What follows belongs to an exercise in optimizing a design on an open flow for small area, a short achievable clock period and few clock cycles per item; a production flow would make more cautious choices. Where RTL was checked, it was by simulation tests only, not by an equivalence proof against the original. Function not checked in runs 2 and 3: the RTL went through the layout flow alone. Power figures rest on the tool's default switching activity, not on a simulated workload.

==> design/flow/run.sh <==
#!/bin/bash
# synth_recipe.tcl (not shown) runs the flow's synth.tcl, then flattens the netlist and writes it again
# the make line also repeats each setting of config.mk as NAME=value (left out here)
make -C /OpenROAD-flow-scripts/flow DESIGN_CONFIG=/design/flow/config.mk WORK_HOME=/design/flow/orfs CLKGATE_MAP_FILE= SYNTH_SCRIPT=/design/flow/synth_recipe.tcl finish
==> design/flow/config.mk <==
export PLATFORM = sky130hd
export DESIGN_NAME = pms7003_parse
export DESIGN_NICKNAME = pms7003_parse
export VERILOG_FILES = /design/flow/design.v
export SDC_FILE = /design/flow/constraint.sdc
export NUM_CORES = 4
export LEC_CHECK = 0
export CAP_MARGIN = 20
export CORE_MARGIN = 2
export CORE_UTILIZATION = 40
export SLEW_MARGIN = 20
==> design/flow/constraint.sdc <==
create_clock -name core_clock -period 10.0 [get_ports {clk}]
set_input_delay 2.0000 -clock core_clock [delete_from_list [all_inputs] [get_ports {clk}]]
set_output_delay 2.0000 -clock core_clock [all_outputs]
set_load 0.01 [all_outputs]
==> design/flow/design.v <==
module pms7003_parse (
    input  wire         clk,
    input  wire         rst,           
    input  wire         in_valid,
    output wire         in_ready,
    input  wire [7:0]   in_data,
    input  wire         in_last,
    input  wire [31:0]  now,
    output reg          out_valid,
    output reg  [2:0]   out_err,       
    output reg  [191:0] out_fields,    
    output reg  [16:0]  out_count,     
    output reg  [12:0]  out_est10,     
    output reg  [31:0]  out_ts
);
    localparam [2:0] ERR_NONE     = 3'd0;
    localparam [2:0] ERR_TOOSHORT = 3'd1;
    localparam [2:0] ERR_BADSYNC  = 3'd2;
    localparam [2:0] ERR_CHECKSUM = 3'd3;
    assign in_ready = 1'b1;
    wire accept = in_valid & in_ready;
    reg [7:0]  fb [0:31];       
    reg [5:0]  nbytes;          
    reg [15:0] acc;             
    reg        done;
    reg        len_ok;
    reg [31:0] ts;
    wire [5:0] idx      = nbytes;
    wire [5:0] nbytes_n = (nbytes == 6'd33) ? nbytes : nbytes + 6'd1;
    integer i;
    always @(posedge clk) begin
        if (rst) begin
            nbytes <= 6'd0;
            acc    <= 16'd0;
            done   <= 1'b0;
            len_ok <= 1'b0;
            ts     <= 32'd0;
        end else begin
            done <= 1'b0;
            if (accept) begin
                if (idx < 6'd32)
                    fb[idx[4:0]] <= in_data;
                if (idx < 6'd30)
                    acc <= acc + {8'd0, in_data};
                if (in_last) begin
                    done   <= 1'b1;
                    len_ok <= (nbytes_n == 6'd32);
                    ts     <= now;
                    nbytes <= 6'd0;
                    acc    <= 16'd0;
                end else begin
                    nbytes <= nbytes_n;
                end
            end
        end
    end
    reg [15:0] sum_q;
    always @(posedge clk) begin
        if (accept && in_last)
            sum_q <= (idx < 6'd30) ? acc + {8'd0, in_data} : acc;
    end
    wire [15:0] sent    = {fb[30], fb[31]};
    wire        sync_ok = (fb[0] == 8'h42) && (fb[1] == 8'h4D);
    wire        ck_ok   = (sum_q == sent);
    reg  [191:0] fields;
    always @(*) begin
        for (i = 0; i < 12; i = i + 1)
            fields[16*i +: 16] = {fb[4 + 2*i], fb[5 + 2*i]};
    end
    wire signed [16:0] count = $signed({1'b0, fields[16*6 +: 16]}) -
                               $signed({1'b0, fields[16*9 +: 16]});
    localparam signed [47:0] K32  = 48'sd252866003;
    localparam signed [47:0] HALF = 48'sd2147483648;
    wire signed [47:0] count_w = count;
    wire signed [47:0] prod    = count_w * K32 + HALF;
    wire signed [12:0] est10   = prod[44:32];
    always @(posedge clk) begin
        if (rst) begin
            out_valid  <= 1'b0;
            out_err    <= ERR_NONE;
            out_fields <= 192'd0;
            out_count  <= 17'd0;
            out_est10  <= 13'd0;
            out_ts     <= 32'd0;
        end else begin
            out_valid <= done;
            if (done) begin
                if (!len_ok)
                    out_err <= ERR_TOOSHORT;
                else if (!sync_ok)
                    out_err <= ERR_BADSYNC;
                else if (!ck_ok)
                    out_err <= ERR_CHECKSUM;
                else
                    out_err <= ERR_NONE;
                out_fields <= fields;
                out_count  <= count;
                out_est10  <= est10;
                out_ts     <= ts;
            end
        end
    end
endmodule
==> results.json, run 1 <==
{
  "worst-slew-pin-transition_ns": 1.083,
  "io_pins": 303,
  "synthArstFlopShare_pct": 0,
  "vias": 18286,
  "cts_root_buffer": "clkbuf_16",
  "vias_per_cell": 4.949,
  "drtPass1Iterations": 5,
  "netlist_instances": 2411,
  "drt_iter0_drc": 798,
  "tns_ns": 0,
  "cp.required_ns": 10.51,
  "finalPower_mw": 4.889,
  "regArea_sq_um": 13480,
  "synth_cell_types": 72,
  "ys_seq_area_share_pct": 48.59,
  "slew_violations": 0,
  "critPathTopFamily": "adder cells",
  "fin_skew_ns": 0.05050,
  "synthesis.area_sq_um": 27730,
  "drcViolationCount": 0,
  "ir_drop_mv": 0.1479,
  "nets": 3130,
  "post_cts_buffers": 0,
  "cts_buffers": 58,
  "rr_startpoint": "fb[23][0]",
  "powerDensity_nw_per_um2": 144.9,
  "grt_start_max_net_pins": 94,
  "hold_viol": 0,
  "holdCritStartpoint": "fb[4][0]",
  "fp.dieH_um": 267.3,
  "fp.coreArea_sq_um": 68590,
  "fillers": 6149,
  "hp-class": "flop to flop",
  "grt_pass1_wl_um": 116100,
  "min_period_ns": 8.565,
  "antenna_found_initial": 1,
  "synth_edf_count": 240,
  "cts_resized": 0,
  "critPathBufInv": 3,
  "cp_slowest_stage_delay_ns": 0.77,
  "io_buffers": 300,
  "grt_overflow": 0,
  "h-tree-depth": 2,
  "gp_congestion": 0.9794,
  "wirelength_um": 75850,
  "status": "complete, no violations",
  "multiInputGateArea_sq_um": 12670,
  "rsz0062_at_grt": "no",
  "cp_max_fo": 9,
  "num_antenna_cells": 0,
  "hold_buffers": 0,
  "rrSetupSlack_ns": 1.43,
  "synth_top_flop_cell": "dfxtp_1",
  "grt.total_usage_pct": 21.35,
  "yosys_register_bits": 553,
  "holdPathEnd": "out_fields[8]",
  "die_area_sq_um": 71440,
  "cap_violations": 0,
  "clock_latency_ns": 0.65,
  "path_clk_slew_ns": 0.06,
  "rr_endpoint": "out_est10[12]",
  "synth_nets": 2827,
  "yosysWarnings": 1,
  "cts_tree": "built",
  "crit_slowest_cell": "xnor2_1",
  "dp_hpwl_um": 55100,
  "worstPathArrival_ns": 9.08,
  "layout_common_cells": "336 x inv_1, 317 x nor2_1, 312 x dfxtp_1",
  "max_freq_mhz": 116.7,
  "grt_pass1_vias": 19225,
  "drive_gt1_share_pct": 4.848,
  "crit_path_start": "fb[23][0]",
  "worstRegToRegCells": 29,
  "syn2layout_area_growth_pct": 21.68,
  "synth.avg_cell_area_sq_um": 11.50,
  "hold_depth": 2,
  "ant_nets": 0,
  "fp.dieW_um": 267.3,
  "timing.final.crit_share_pct": 85.65,
  "wl_per_cell_um": 20.53,
  "cts.sink_count": 553,
  "initial_core_util_pct": 40.42,
  "crit_path_start_kind": "flop",
  "worstSetupPathType": "flop to flop",
  "slew_headroom_pct": 27.54,
  "setup.worst_path.end_class": "flop",
  "cts.path.max_buffers": 3,
  "fp-row-count": 96,
  "setup_viol": 0,
  "final_common_cell": "inv_1",
  "p_leak_nw": 13.64,
  "cp_common_cell": "fa_1"
}
-- state kept, by name, summed over array words and instances, names as in the netlist --
register,flops
fb,224
out_fields,192
out_ts,32
ts,32
out_count,17
acc,16
sum_q,16
out_est10,13
nbytes,6
out_err,2
done,1
len_ok,1
out_valid,1
-- worst max-delay path by stage --
| stage | endpoint | slack (ns) | cells past startpoint |
|---|---|---|---|
| after detailed placement | out_est10[12] | 1.48 | 32 |
| after global routing | out_est10[12] | 0.83 | 29 |
| after global placement | out_est10[12] | 1.57 | 32 |
| after floorplan | out_est10[12] | 2.38 | 32 |
| after CTS | out_est10[12] | 1.41 | 32 |
| final | out_est10[12] | 1.43 | 29 |
-- cells by family after synthesis --
kind of cell | share of synthesized area, %
multiplexers | 8.949
AND/OR/NAND/NOR | 7.956
AO/OA/AOI/OAI | 5.542
XOR/XNOR | 1.828
buffers and inverters | 5.740
adder cells (fa/ha/maj) | 21.36
other | 0.02709
flip-flops | 48.59
-- per-stage QoR --
stage | utilization (%) | std cells | worst slack, ns | area, sq um | hold slack (ns)
6_report | 49.19 | 3695 | 1.435 | 33740 | 0.4521
5_1_grt | 49.19 | 3695 | 0.8345 | 33740 | 0.4604
4_1_cts | 49.19 | 3695 | 1.407 | 33740 | 0.4419
3_5_place_dp | 46.33 | 3585 | 1.475 | 31780 | 0.4467
3_3_place_gp | 46.33 | 3585 | 1.568 | 31780 | 0.4412
2_1_floorplan | - | 2411 | 2.380 | 27730 | 0.4360
-- cells in the mapped netlist (10+ instances only) --
| cell | instances | area share, % |
|---|---|---|
| edfxtp_1 | 240 | 26 |
| o21ai_0 | 33 | 0.60 |
| nand3_1 | 15 | 0.27 |
| mux2i_1 | 240 | 8.7 |
| o21bai_1 | 11 | 0.30 |
| xnor2_1 | 25 | 0.79 |
| ha_1 | 203 | 9.2 |
| inv_1 | 336 | 4.5 |
| nor2_1 | 317 | 4.3 |
| nand4_1 | 14 | 0.32 |
| a31oi_1 | 11 | 0.25 |
| dfxtp_1 | 313 | 23 |
| a21oi_1 | 86 | 1.6 |
| clkbuf_1 | 48 | 0.65 |
| nor3_1 | 12 | 0.22 |
| xor2_1 | 31 | 0.98 |
| buf_1 | 32 | 0.43 |
| nand2_1 | 107 | 1.4 |
| a21o_1 | 25 | 0.68 |
| fa_1 | 169 | 12 |
| a22oi_1 | 10 | 0.27 |
-- layout make-up --
| type | instances | area share (%) |
|---|---|---|
| multi-input combinational | 1438 | 37.55 |
| clock buffer | 87 | 4.836 |
| inverter | 337 | 3.749 |
| clock inverter | 23 | 0.9717 |
| tap | 931 | 3.453 |
| timing repair buffer | 326 | 9.494 |
| sequential | 553 | 39.95 |
-- tightest hold or removal path, stage by stage (launching register included) --
cell      delay, ns
edfxtp_1       0.32
mux2i_1        0.06
nor2_1         0.07
-- report_power, final --
part | total (mW) | switching, mW | internal (mW)
combinational | 0.265 | 0.149 | 0.116
clock | 2.20 | 0.908 | 1.29
sequential | 2.43 | 0.0286 | 2.40
-- per-layer routing --
layer,global-route usage (%),share of wire [%],vias to the layer above
li1,-,-,8654
met2,36.26,48,406
met1,26.85,43,9128
met5,0,0.015,-
met4,4.995,2.0,2
met3,6.078,7.1,96
Testbench counts, summed over its fixed seeds: cycles 64,016, frames 2,000.
==> run 2, diff against run 1 <==
==> design/flow/design.v (replaced) <==
module pms7003_parse (
    input  wire         clk,
    input  wire         rst,           
    input  wire         in_valid,
    output wire         in_ready,
    input  wire [7:0]   in_data,
    input  wire         in_last,
    input  wire [31:0]  now,
    output reg          out_valid,
    output wire [2:0]   out_err,       
    output wire [191:0] out_fields,    
    output reg  [16:0]  out_count,     
    output wire [12:0]  out_est10,     
    output reg  [31:0]  out_ts
);
    assign in_ready = 1'b1;
    reg [5:0] idx;
    always @(posedge clk) begin
        if (rst)
            idx <= 6'd0;
        else if (in_valid) begin
            if (in_last)
                idx <= 6'd0;
            else if (idx != 6'd32)
                idx <= idx + 6'd1;
        end
    end
    reg [7:0] fb [4:27];
    integer k;
    always @(posedge clk) begin
        for (k = 4; k < 28; k = k + 1)
            if (idx == k)
                fb[k] <= in_data;
    end
    genvar g;
    generate
        for (g = 0; g < 12; g = g + 1) begin : g_fields
            assign out_fields[16*g +: 16] = {fb[4 + 2*g], fb[5 + 2*g]};
        end
    endgenerate
    reg sync0, sync1;
    always @(posedge clk) begin
        if (idx == 6'd0) sync0 <= (in_data == 8'h42);
        if (idx == 6'd1) sync1 <= (in_data == 8'h4D);
    end
    reg [7:0]  d_q;
    reg        add_q;       
    reg        first_q;     
    reg        hi_q;        
    reg [15:0] sum;
    reg        hi_ok;
    wire [7:0] lo_in = first_q ? 8'd0 : sum[7:0];
    wire [7:0] hi_in = first_q ? 8'd0 : sum[15:8];
    wire [8:0] lo_n  = {1'b0, lo_in} + {1'b0, d_q};
    reg  [7:0] hi_n;
    integer j;
    always @(*) begin
        for (j = 0; j < 8; j = j + 1)
            hi_n[j] = hi_in[j] ^ (lo_n[8] & ((hi_in & ((8'd1 << j) - 8'd1)) == ((8'd1 << j) - 8'd1)));
    end
    always @(posedge clk) begin
        d_q     <= in_data;
        add_q   <= in_valid & (idx < 6'd30);
        first_q <= (idx == 6'd0);
        hi_q    <= in_valid & (idx == 6'd30);
        if (add_q)
            sum <= {hi_n, lo_n[7:0]};
        if (hi_q)
            hi_ok <= (sum[15:8] == d_q);
    end
    wire hi_now = hi_q ? (sum[15:8] == d_q) : hi_ok;
    wire lo_now = (sum[7:0] == in_data);
    reg [1:0] err;
    always @(posedge clk) begin
        if (rst)
            out_valid <= 1'b0;
        else
            out_valid <= in_valid & in_last;
        if (idx != 6'd31)
            err <= 2'd1;
        else if (!(sync0 & sync1))
            err <= 2'd2;
        else if (!(hi_now & lo_now))
            err <= 2'd3;
        else
            err <= 2'd0;
        out_ts <= now;
    end
    assign out_err = {1'b0, err};
    always @(posedge clk)
        out_count <= {1'b0, fb[16], fb[17]} - {1'b0, fb[22], fb[23]};
    localparam [28:0] A = 29'd63216501;
    reg [7:0]  ph;
    reg [2:0]  dig;
    reg [25:0] acc;
    always @(posedge clk) begin
        ph <= {ph[6:0], in_valid & (idx == 6'd23)};
        dig <= ({3{ph[1]}} & out_count[2:0])
             | ({3{ph[2]}} & out_count[5:3])
             | ({3{ph[3]}} & out_count[8:6])
             | ({3{ph[4]}} & out_count[11:9])
             | ({3{ph[5]}} & out_count[14:12])
             | ({3{ph[6]}} & {out_count[16], out_count[16:15]});
    end
    wire       top = ph[7];
    reg [28:0] term;
    always @(*) begin
        case ({top, dig})
            4'b0_000: term = 29'd0;
            4'b0_001: term = A;
            4'b0_010: term = A * 2;
            4'b0_011: term = A * 3;
            4'b0_100: term = A * 4;
            4'b0_101: term = A * 5;
            4'b0_110: term = A * 6;
            4'b0_111: term = A * 7;
            4'b1_001: term = A + 29'd16384;
            4'b1_110: term = 29'd16384 - A * 2;
            4'b1_111: term = 29'd16384 - A;
            default:  term = 29'd16384;
        endcase
    end
    wire [28:0] acc_sum = {3'd0, acc} + term;
    wire        run     = |ph[7:2];
    always @(posedge clk) begin
        if (ph[0])
            acc <= 26'd0;
        else if (run)
            acc <= acc_sum[28:3];
    end
    assign out_est10 = acc[24:12];
endmodule
==> design/flow/flow/run.sh (new file) <==
#!/bin/bash
# Standard ORFS layout, with the port buffers made of the smallest buffer cell.
set -euo pipefail
export BUFFER_PORTS_ARGS="-buffer_cell sky130_fd_sc_hd__buf_1"
bash standard.sh > standard.log 2>&1
==> design/flow/standard.sh (new file) <==
#!/bin/bash
# synth_recipe.tcl (not shown) runs the flow's synth.tcl, then flattens the netlist and writes it again
# the make line also repeats each setting of config.mk as NAME=value (left out here)
make -C /OpenROAD-flow-scripts/flow DESIGN_CONFIG=/design/flow/config.mk WORK_HOME=/design/flow/orfs CLKGATE_MAP_FILE= SYNTH_SCRIPT=/design/flow/synth_recipe.tcl "${@:-finish}"
removed: design/flow/run.sh
==> run 2 against run 1 <==
Still clean on timing, DRC and antenna. Clock power decreased by 43%. Synthesized cell count is 58% lower. Non-clock buffer count shrank 16. Power shrank 36%. Critical path depth decreased by 28. Die area decreased by 52%. Fmax grew to 2.7 times the previous value. Count of clock-buffer cells in the layout is 39 lower. Design area down 53%. Clock skew down 0.031 ns. Sequential power fell by 35%.
==> results.json, run 2 <==
{
  "rsz0062_at_grt": "no",
  "wl_per_cell_um": 18.20,
  "worst_hold_slack_ns": 0.4040,
  "dp_hpwl_um": 23300,
  "max_freq_mhz": 315.7,
  "syn2layout_area_growth_pct": 20.37,
  "hp-class": "flop to flop",
  "drcViolationCount": 0,
  "worstRegToRegCells": 11,
  "powerDensity_nw_per_um2": 199.2,
  "synth_nets": 1108,
  "grt_pass1_vias": 8495,
  "vias": 8720,
  "drt_iter0_drc": 448,
  "rrSetupSlack_ns": 6.94,
  "clock_latency_ns": 0.53,
  "ys_top_cells_by_area": "edfxtp_1 48%, dfxtp_1 19%, ha_1 5.7%",
  "worstPathCellList": "buf_1",
  "grt.total_usage_pct": 18.50,
  "slew_headroom_pct": 44.97,
  "fp-row-count": 66,
  "crit_slowest_cell": "edfxtp_1",
  "status": "complete, no violations",
  "cts_tree": "built",
  "critPathTopFamily": "flip-flops",
  "synthArstFlopShare_pct": 0,
  "drtPass1Iterations": 5,
  "dp_cells": 1713,
  "rr_startpoint": "first_q",
  "rr_endpoint": "sum[15]",
  "holdPathEnd": "ph[2]",
  "timing.final.crit_share_pct": 31.68,
  "cap_violations": 0,
  "nets": 1415,
  "crit_path_start_kind": "flop",
  "fp.dieW_um": 185.0,
  "largest_register_ffs": 192,
  "cts.path.max_buffers": 3,
  "critPathBufInv": 1,
  "ir_drop_mv": 0.1679,
  "num_antenna_cells": 0,
  "fin_skew_ns": 0.01975,
  "vias_per_cell": 4.904,
  "io_buffers": 300,
  "setup_viol": 0,
  "synth_top_flop_cell": "edfxtp_1",
  "fp.coreArea_sq_um": 32370,
  "cts_buffers": 36,
  "worstSetupPathType": "flop to primary output",
  "synth.avg_cell_area_sq_um": 13.09,
  "worstPathArrival_ns": 1.17,
  "yosysWarnings": 2,
  "netlist_instances": 1002,
  "yosys_register_bits": 337,
  "p_leak_nw": 5.791,
  "ys_top_cells_by_count": "210 x edfxtp_1, 127 x dfxtp_1, 92 x nor2_1",
  "wirelength_um": 32350,
  "ant_nets": 0,
  "grt_overflow": 0,
  "synth_edf_count": 210,
  "fillers": 2990,
  "holdCritStartpoint": "ph[1]",
  "post_cts_buffers": 0,
  "setup.worst_path.end_class": "primary output",
  "layout_common_cells": "298 x buf_1, 210 x edfxtp_1, 127 x dfxtp_1",
  "h-tree-depth": 2,
  "cp_slowest_stage_delay_ns": 0.47,
  "instances_no_fill": 1778,
  "slew_violations": 0,
  "synth.most_common_cell": "edfxtp_1",
  "final_common_cell": "buf_1",
  "worst-slew-pin-transition_ns": 0.8225,
  "hold_buffers": 0,
  "grt_pass1_wl_um": 48360,
  "hold_viol": 0,
  "ys_seq_area_share_pct": 67.49,
  "cp.required_ns": 8.00,
  "cp_max_fo": 2,
  "path_clk_slew_ns": 0.06,
  "synth_cell_types": 68,
  "io_pins": 303,
  "cts.sink_count": 337,
  "antenna_found_initial": 1,
  "min_period_ns": 3.168,
  "finalPower_mw": 3.143,
  "cts_resized": 0,
  "tns_ns": 0,
  "yosysTopAreaCell": "edfxtp_1",
  "fp.dieH_um": 185.0,
  "grt_start_max_net_pins": 29,
  "die_area_sq_um": 34240,
  "gp_congestion": 0.8512,
  "drive_gt1_share_pct": 5.838,
  "cts_root_buffer": "clkbuf_16",
  "synth_top_area_share_pct": 48.10,
  "hold_depth": 0,
  "synthesis.area_sq_um": 13110,
  "initial_core_util_pct": 40.50
}
## run 2: logic make-up after synthesis
kind of cell	count (synthesis)	synth area share, %
XOR/XNOR	64	4.275
adder cells (fa/ha/maj)	62	6.031
AND/OR/NAND/NOR	253	8.875
other	2	0.05728
multiplexers	3	0.3245
flip-flops	337	67.49
buffers and inverters	80	2.739
AO/OA/AOI/OAI	201	10.21
## run 2: report_power, final
group | leakage, nW | internal (mW) | switching (mW)
Combinational | 2.28 | 0.120 | 0.185
Sequential | 2.96 | 1.54 | 0.0492
Clock | 0.550 | 0.714 | 0.534
Total | 5.79 | 2.37 | 0.768
## run 2: through the flow
step                      util [%]  setup WS [ns]  cell area [sq um]
after floorplan                  -          6.854              13110
after global placement       45.27          6.446              14660
after detailed placement     45.27          6.396              14660
after CTS                    48.76          6.817              15780
after global routing         48.76          6.613              15780
final                        48.76          6.832              15780
## run 2: final cells by class
class,count,area (sq um),area share (%)
Tap cell,442,553.0,3.504
Clock buffer,48,1007,6.382
Inverter,39,146.4,0.9275
Clock inverter,17,120.1,0.7611
Sequential cell,337,8848,56.06
Timing Repair Buffer,310,1204,7.626
Multi-Input combinational cell,585,3904,24.73
## run 2: worst max-delay path by stage
stage                          start         endpoint  slack [ns]  depth (start not counted)
after floorplan              in_last           idx[2]        6.85                          7
after global placement    in_data[6]            sync0        6.45                          3
after detailed placement  in_data[2]           err[0]        6.40                          6
after CTS                  fb[22][7]  out_fields[159]        6.82                          1
after global routing         first_q          sum[13]        6.61                         11
final                      fb[16][6]  out_fields[110]        6.83                          1
## run 2: per-layer routing
metal	GRT usage [%]	up-vias	part of all wire, %
met5	0	-	0
met4	7.016	0	3.1
met3	4.621	60	6.1
met2	30.91	242	49
met1	23.20	4193	41
li1	-	4225	-
==> run 3, diff against run 2 <==
--- a/design/flow/config.mk
+++ b/design/flow/config.mk
@@ -9,3 +9,5 @@
 export CORE_MARGIN = 2
-export CORE_UTILIZATION = 40
+export CORE_UTILIZATION = 65
+export CTS_BUF_LIST = sky130_fd_sc_hd__clkbuf_4 sky130_fd_sc_hd__clkbuf_8
+export CTS_CLUSTER_SIZE = 25
 export SLEW_MARGIN = 20
==> run 3 against run 2 <==
Synthesized cell count did not move. Sequential power barely moved. Sequential share of layout area rose by 0.87 points. Design area is 1.5% lower. Sequential cell count unchanged. Routed wire length is 4.4% lower. Core utilization is 30 points higher. Global-route usage up 10 points. Clock power fell by 5%. Hold slack gained 0.0085 ns. First-iteration DRC count rose by 39%. Fmax is 0.18% lower. Critical endpoint is now out_fields[158].
==> results.json, run 3 <==
{
  "synth_edf_count": 210,
  "post_cts_buffers": 0,
  "ir_drop_mv": 0.1660,
  "layout_common_cells": "300 x buf_1, 210 x edfxtp_1, 127 x dfxtp_1",
  "status": "complete, no violations",
  "initial_core_util_pct": 66.71,
  "met3WireLength_um": 2321,
  "synth_nets": 1108,
  "hp-class": "flop to flop",
  "die_area_sq_um": 21320,
  "synthArstFlopShare_pct": 0,
  "cp.required_ns": 8.00,
  "drive_gt1_share_pct": 8.339,
  "met1Wirelength_um": 12840,
  "setup.worst_path.end_class": "primary output",
  "vias_per_cell": 5.520,
  "synth_cell_types": 68,
  "ys_seq_area_share_pct": 67.49,
  "yosysTopAreaCell": "edfxtp_1",
  "largest_register_ffs": 192,
  "vias": 9009,
  "crit_path_start_kind": "flop",
  "fp.dieH_um": 146.0,
  "synth.most_common_cell": "edfxtp_1",
  "max_freq_mhz": 315.1,
  "worstSetupPathType": "flop to primary output",
  "cts_resized": 0,
  "multiInputGateArea_sq_um": 3904,
  "grt_start_max_net_pins": 29,
  "regArea_sq_um": 8848,
  "fp.dieW_um": 146.0,
  "setup_viol": 0,
  "drtPass1Iterations": 7,
  "io_buffers": 300,
  "fp-row-count": 51,
  "yosys_register_bits": 337,
  "highest_layer": "met4",
  "yosysWarnings": 2,
  "fillers": 1269,
  "rrSetupSlack_ns": 6.90,
  "worstPathCellList": "buf_1",
  "min_period_ns": 3.174,
  "cap_violations": 0,
  "crit_slowest_cell": "edfxtp_1",
  "hold_viol": 0,
  "gp_congestion": 0.9314,
  "cts_buffers": 51,
  "dp_hpwl_um": 21690,
  "ant_nets": 0,
  "cp_slowest_stage_delay_ns": 0.43,
  "worstPathArrival_ns": 1.17,
  "io_pins": 303,
  "synthesis.area_sq_um": 13110,
  "nets": 1430,
  "syn2layout_area_growth_pct": 18.54,
  "finalPower_mw": 3.086,
  "h-tree-depth": 2,
  "synth_top_area_share_pct": 48.10,
  "ys_top_cells_by_count": "210 x edfxtp_1, 127 x dfxtp_1, 92 x nor2_1",
  "drcViolationCount": 0,
  "tns_ns": 0,
  "path_clk_slew_ns": 0.06,
  "instances_no_fill": 1632,
  "wirelength_um": 30930,
  "grt_pass1_vias": 8877,
  "synth.avg_cell_area_sq_um": 13.09,
  "netlist_instances": 1002,
  "rsz0062_at_grt": "no",
  "p_leak_nw": 5.822,
  "cts.sink_count": 337,
  "fp.coreArea_sq_um": 19650,
  "synth_top_flop_cell": "edfxtp_1",
  "cts.path.max_buffers": 3,
  "slew_headroom_pct": 43.90,
  "drt_iter0_drc": 623,
  "hold_buffers": 0,
  "grt_overflow": 0,
  "powerDensity_nw_per_um2": 198.6,
  "critPathBufInv": 1,
  "met2_length_um": 14690,
  "ys_top_cells_by_area": "edfxtp_1 48%, dfxtp_1 19%, ha_1 5.7%",
  "place_area_sq_um": 14430,
  "dp_cells": 1536,
  "final_common_cell": "buf_1",
  "final_cell_area_sq_um": 15540,
  "slew_violations": 0,
  "timing.final.crit_share_pct": 31.74,
  "antenna_found_initial": 0,
  "fin_skew_ns": 0.02229,
  "clock_latency_ns": 0.57,
  "critPathTopFamily": "flip-flops",
  "wl_per_cell_um": 18.95,
  "cp_max_fo": 2,
  "cts_tree": "built",
  "grt.total_usage_pct": 28.47,
  "worst-slew-pin-transition_ns": 0.8403,
  "cts_root_buffer": "clkbuf_8",
  "grt_pass1_wl_um": 47640,
  "num_antenna_cells": 0
}
==> run 3: changes by cell type in the layout (fill, tap and decap cells not counted), moves of 2 or more <==
cell,delta
clkbuf_2,-2
clkinv_4,-2
bufinv_16,+2
buf_1,+2
clkbuf_8,+55
clkbuf_4,+21
clkbuf_1,-7
clkbuf_16,-37
==> run 3: metal layers <==
metal / global-route usage (%) / vias to the layer above
li1: - / 4266
met1: 37.58 / 4282
met2: 46.08 / 384
met3: 7.062 / 77
met4: 11.17 / 0
met5: 0 / -
==> run 3: cells by family after synthesis <==
logic type	after synthesis	synth area share, %
simple gates	253	8.875
fa+ha+maj	62	6.031
xor+xnor	64	4.275
mux	3	0.3245
buf+inv	80	2.739
flops	337	67.49
other cells	2	0.05728
compound gates	201	10.21
==> run 3: metrics by stage <==
step / hold slack, ns / utilization, % / setup WS, ns
after CTS: 0.4083 / 79.08 / 6.795
after floorplan: 0.3290 / - / 6.854
final: 0.4125 / 79.08 / 6.826
after global placement: 0.3917 / 73.43 / 6.548
after global routing: 0.4137 / 79.08 / 6.682
after detailed placement: 0.3939 / 73.43 / 6.484
==> run 3: worst paths after layout <==
path | start | to | depth (start not counted)
max | fb[22][6] | out_fields[158] | 1
min | ph[2] | ph[3] | 0
max reg2reg | first_q | sum[13] | 11
min reg2reg | ph[2] | ph[3] | 0
==> run 3: cell type report <==
cell class / instances / share of cell area, %
Multi-Input combinational cell: 585 / 25.12
Clock inverter: 16 / 0.9097
Inverter: 39 / 0.9419
Tap cell: 265 / 2.133
Sequential cell: 337 / 56.93
Timing Repair Buffer: 310 / 7.728
Clock buffer: 80 / 6.239
==> run 3: where the power goes <==
group          leakage [nW]  internal, mW  switching, mW
Clock                 0.589         0.672          0.517
Combinational          2.27         0.122          0.187
Sequential             2.96          1.54         0.0481
==> run 4, diff against run 3 <==
--- a/design/flow/design.v
+++ b/design/flow/design.v
@@ -51,11 +51,2 @@
     reg        hi_ok;
-    wire [7:0] lo_in = first_q ? 8'd0 : sum[7:0];
-    wire [7:0] hi_in = first_q ? 8'd0 : sum[15:8];
-    wire [8:0] lo_n  = {1'b0, lo_in} + {1'b0, d_q};
-    reg  [7:0] hi_n;
-    integer j;
-    always @(*) begin
-        for (j = 0; j < 8; j = j + 1)
-            hi_n[j] = hi_in[j] ^ (lo_n[8] & ((hi_in & ((8'd1 << j) - 8'd1)) == ((8'd1 << j) - 8'd1)));
-    end
     always @(posedge clk) begin
@@ -66,3 +57,3 @@
         if (add_q)
-            sum <= {hi_n, lo_n[7:0]};
+            sum <= (first_q ? 16'd0 : sum) + {8'd0, d_q};
         if (hi_q)
@@ -92,15 +83,16 @@
     localparam [28:0] A = 29'd63216501;
-    reg [7:0]  ph;
+    reg [2:0]  st;
+    reg [25:0] acc;
     reg [2:0]  dig;
-    reg [25:0] acc;
-    always @(posedge clk) begin
-        ph <= {ph[6:0], in_valid & (idx == 6'd23)};
-        dig <= ({3{ph[1]}} & out_count[2:0])
-             | ({3{ph[2]}} & out_count[5:3])
-             | ({3{ph[3]}} & out_count[8:6])
-             | ({3{ph[4]}} & out_count[11:9])
-             | ({3{ph[5]}} & out_count[14:12])
-             | ({3{ph[6]}} & {out_count[16], out_count[16:15]});
+    always @(*) begin
+        case (st)
+            3'd2:    dig = out_count[2:0];
+            3'd3:    dig = out_count[5:3];
+            3'd4:    dig = out_count[8:6];
+            3'd5:    dig = out_count[11:9];
+            3'd6:    dig = out_count[14:12];
+            default: dig = {out_count[16], out_count[16:15]};
+        endcase
     end
-    wire       top = ph[7];
+    wire       top = (st == 3'd7);
     reg [28:0] term;
@@ -123,7 +115,10 @@
     wire [28:0] acc_sum = {3'd0, acc} + term;
-    wire        run     = |ph[7:2];
     always @(posedge clk) begin
-        if (ph[0])
+        if (in_valid && idx == 6'd23)
+            st <= 3'd1;
+        else if (st != 3'd0)
+            st <= st + 3'd1;
+        if (st == 3'd1)
             acc <= 26'd0;
-        else if (run)
+        else if (st != 3'd0)
             acc <= acc_sum[28:3];
==> design/flow/run.sh (new file) <==
#!/bin/bash
# synth_recipe.tcl (not shown) runs the flow's synth.tcl, then flattens the netlist and writes it again
# the make line also repeats each setting of config.mk as NAME=value (left out here)
make -C /OpenROAD-flow-scripts/flow DESIGN_CONFIG=/design/flow/config.mk WORK_HOME=/design/flow/orfs CLKGATE_MAP_FILE= SYNTH_SCRIPT=/design/flow/synth_recipe.tcl finish
--- a/design/flow/config.mk
+++ b/design/flow/config.mk
@@ -9,5 +9,3 @@
 export CORE_MARGIN = 2
-export CORE_UTILIZATION = 65
-export CTS_BUF_LIST = sky130_fd_sc_hd__clkbuf_4 sky130_fd_sc_hd__clkbuf_8
-export CTS_CLUSTER_SIZE = 25
+export CORE_UTILIZATION = 40
 export SLEW_MARGIN = 20
removed: design/flow/flow/run.sh
removed: design/flow/standard.sh
==> run 4 against run 3 <==
Combinational power grew 55%. Highest routed layer unchanged. Global-route usage shrank 7.8 points. Non-clock buffer count grew 2. Sequential power shrank 7%. First-iteration DRC count grew 5.0%. Still clean on timing, DRC and antenna. Count of clock-buffer cells in the layout shrank 42. Core utilization shrank 23 points. Power grew 3.9%. Clock skew grew 0.0012 ns. Critical path depth grew 18.
==> results.json, run 4 <==
{
  "dp_hpwl_um": 24180,
  "max_freq_mhz": 174.8,
  "drive_gt1_share_pct": 6.494,
  "slew_violations": 0,
  "initial_core_util_pct": 40.87,
  "synth-xor-area-share_pct": 4.460,
  "final_cell_area_sq_um": 17090,
  "synth_top_flop_cell": "edfxtp_1",
  "crit_path_start": "st[2]",
  "grt_overflow": 0,
  "layout_common_cells": "300 x clkdlybuf4s50_1, 210 x edfxtp_1, 99 x dfxtp_1",
  "grt_pass1_wl_um": 52180,
  "cts_resized": 0,
  "holdCritStartpoint": "sync1",
  "synth-compound-area-share_pct": 9.268,
  "ys_top_cells_by_count": "210 x edfxtp_1, 99 x dfxtp_1, 86 x nand2_1",
  "gp_congestion": 0.8359,
  "setup_viol": 0,
  "cp_max_fo": 10,
  "io_buffers": 300,
  "ys_top_cells_by_area": "edfxtp_1 50%, dfxtp_1 16%, ha_1 6.6%",
  "place_area_sq_um": 15950,
  "worstPathArrival_ns": 6.14,
  "worst-slew-pin-transition_ns": 0.9098,
  "min_period_ns": 5.721,
  "cts.path.max_buffers": 3,
  "status": "complete, no violations",
  "hold_viol": 0,
  "largest_register_ffs": 192,
  "crit_path_start_kind": "flop",
  "timing.final.crit_share_pct": 57.21,
  "grt_pass1_vias": 8771,
  "drcViolationCount": 0,
  "vias": 8519,
  "ant_nets": 0,
  "clock_latency_ns": 0.52,
  "synthesis.area_sq_um": 12570,
  "yosysTopAreaCell": "edfxtp_1",
  "rsz0062_at_grt": "no",
  "fp.coreArea_sq_um": 30750,
  "hp-class": "flop to flop",
  "synth.avg_cell_area_sq_um": 13.00,
  "synth_nets": 1079,
  "drt_iter0_drc": 654,
  "synth_cell_types": 69,
  "finish.utilization_pct": 55.58,
  "setup.worst_path.end_class": "flop",
  "h-tree-depth": 2,
  "cts.sink_count": 309,
  "cts_buffers": 35,
  "hold_buffers": 0,
  "rr_startpoint": "st[2]",
  "num_antenna_cells": 0,
  "cts_root_buffer": "clkbuf_16",
  "post_cts_buffers": 0,
  "die_area_sq_um": 32860,
  "synth_edf_count": 210,
  "wl_per_cell_um": 20.04,
  "finalPower_mw": 3.208,
  "vias_per_cell": 4.996,
  "netlist_instances": 967,
  "yosys_register_bits": 309,
  "cts_tree": "built",
  "fillers": 2571,
  "powerDensity_nw_per_um2": 187.7,
  "synth.most_common_cell": "edfxtp_1",
  "yosysWarnings": 2,
  "synth_top_area_share_pct": 50.17,
  "io_pins": 303,
  "antenna_found_initial": 0,
  "path_clk_slew_ns": 0.06,
  "slew_headroom_pct": 37.78,
  "grt.total_usage_pct": 20.69,
  "syn2layout_area_growth_pct": 35.99,
  "synthMuxAreaShare_pct": 0.4878,
  "fp.dieW_um": 181.3,
  "fp.dieH_um": 181.3,
  "synth_simple_gate_area_share_pct": 9.856,
  "worstSetupPathType": "flop to flop",
  "drtPass1Iterations": 5,
  "nets": 1394,
  "p_leak_nw": 6.526,
  "synth_top_family_by_area": "simple AND/OR/NAND/NOR gates",
  "wirelength_um": 34180,
  "ys_seq_area_share_pct": 65.94,
  "synth-adder-area-share_pct": 6.889,
  "cap_violations": 0,
  "fin_skew_ns": 0.02351,
  "tns_ns": 0,
  "grt_start_max_net_pins": 29,
  "synthArstFlopShare_pct": 0,
  "fp-row-count": 64,
  "cp.required_ns": 10.42,
  "ir_drop_mv": 0.1475,
  "final_common_cell": "clkdlybuf4s50_1"
}
## run 4: changes by cell type after synthesis, sizes merged, moves of 6 or more
| cell | before | now |
|---|---|---|
| a21oi | 72 | 53 |
| a22oi | 10 | 1 |
| and3 | 7 | 15 |
| clkbuf | 23 | 12 |
| dfxtp | 127 | 99 |
| ha | 60 | 66 |
| inv | 38 | 49 |
| nand2 | 71 | 86 |
| nand2b | 6 | 17 |
| nand3 | 23 | 11 |
| nor2 | 92 | 77 |
| nor2b | 14 | 21 |
## run 4: cells by family (layout without fill, tap and decap cells)
group                    count (synthesis)  count (layout)
XOR/XNOR                                64              64
adder cells (fa/ha/maj)                 68              68
buffers and inverters                   83             425
AND/OR/NAND/NOR                        265             265
AO/OA/AOI/OAI                          170             170
multiplexers                             6               6
flip-flops                             309             309
other                                    2               2
## run 4: worst paths after layout
check	cells after the start	slack, ns	end
worst max register to register	19	4.28	acc[24]
worst max-delay path	19	4.28	acc[24]
worst min register to register	1	0.45	err[1]
worst min-delay path	1	0.45	err[1]
## run 4: worst max-delay path, stage by stage, from the launching register on
cell       delay [ns]
dfxtp_1          0.51
inv_1            0.13
ha_1             0.31
nor3_1           0.51
a21oi_1          0.31
inv_1            0.23
ha_1             0.23
a21oi_1          0.08
o21ai_0          0.68
ha_1             0.34
a21o_1           0.15
a21o_1           0.14
a21o_1           0.13
nor4_1           0.05
a2111oi_0        0.81
a211oi_2         0.22
o31ai_4          0.33
nand2_1          0.10
xnor2_1          0.16
a211oi_1         0.21
## run 4: final cells by class
type	count	area [sq um]	share of cell area, %
well taps	396	495.5	2.899
clock inverters	26	247.7	1.449
multi-input cells	575	3899	22.81
inverters	49	183.9	1.076
flip-flops and latches	309	8288	48.49
clock buffers	38	887.1	5.190
repair buffers	312	3090	18.08
## run 4: routing by layer
layer | vias to the layer above | global-route usage (%) | wire [um]
met2 | 306 | 35.03 | 16180
met1 | 4068 | 25.32 | 14460
met5 | - | 0 | 0
met4 | 0 | 5.431 | 697
met3 | 54 | 7.015 | 2834
li1 | 4091 | - | -
## run 4: where the power goes
part	total, mW	internal, mW	switching [mW]
sequential	1.48	1.43	0.0503
clock	1.25	0.728	0.522
combinational	0.478	0.232	0.246
total	3.21	2.39	0.818
## run 4: metrics by stage
step	instances	setup WS, ns	hold slack [ns]
after floorplan	967	5.118	0.4311
after global placement	1640	4.241	0.4433
after detailed placement	1640	4.135	0.4479
after CTS	1704	4.066	0.4553
after global routing	1705	3.587	0.4679
final	1705	4.279	0.4525
Testbench counts of run 4, summed over its fixed seeds: cycles 64,008, frames 2,000.

## port drivers added, routing unchanged
In the flow no input, the clock included, has a driving cell. The finished layouts below were timed again as built, in two steps.
Step 1: set_driving_cell puts a clkbuf_16 on clk and a buf_2 on each other input, an assumption about the parent block.
Step 2, shift: input delay + t, output delay - t, t = (earliest + latest rising clock arrival at the registers) / 2. This alone moves slack from input paths to output paths.
Three values: no drivers, after step 1, after step 2; two values: the first two.
run | t, ns | setup slack, ns | worst register clock-pin slew, ns
run 1 | 0.689 | 1.435 / 1.435 / 1.435 | 0.07 / 0.07
run 2 | 0.566 | 6.832 / 6.783 / 6.397 | 0.06 / 0.06
run 3 | 0.603 | 6.826 / 6.787 / 6.477 | 0.07 / 0.07
run 4 | 0.562 | 4.279 / 4.279 / 4.279 | 0.06 / 0.06
After both steps every run listed still meets setup and hold. The setup slack of run 2, which loses most, moves by -0.049 ns with the drivers and by -0.435 ns with both steps.
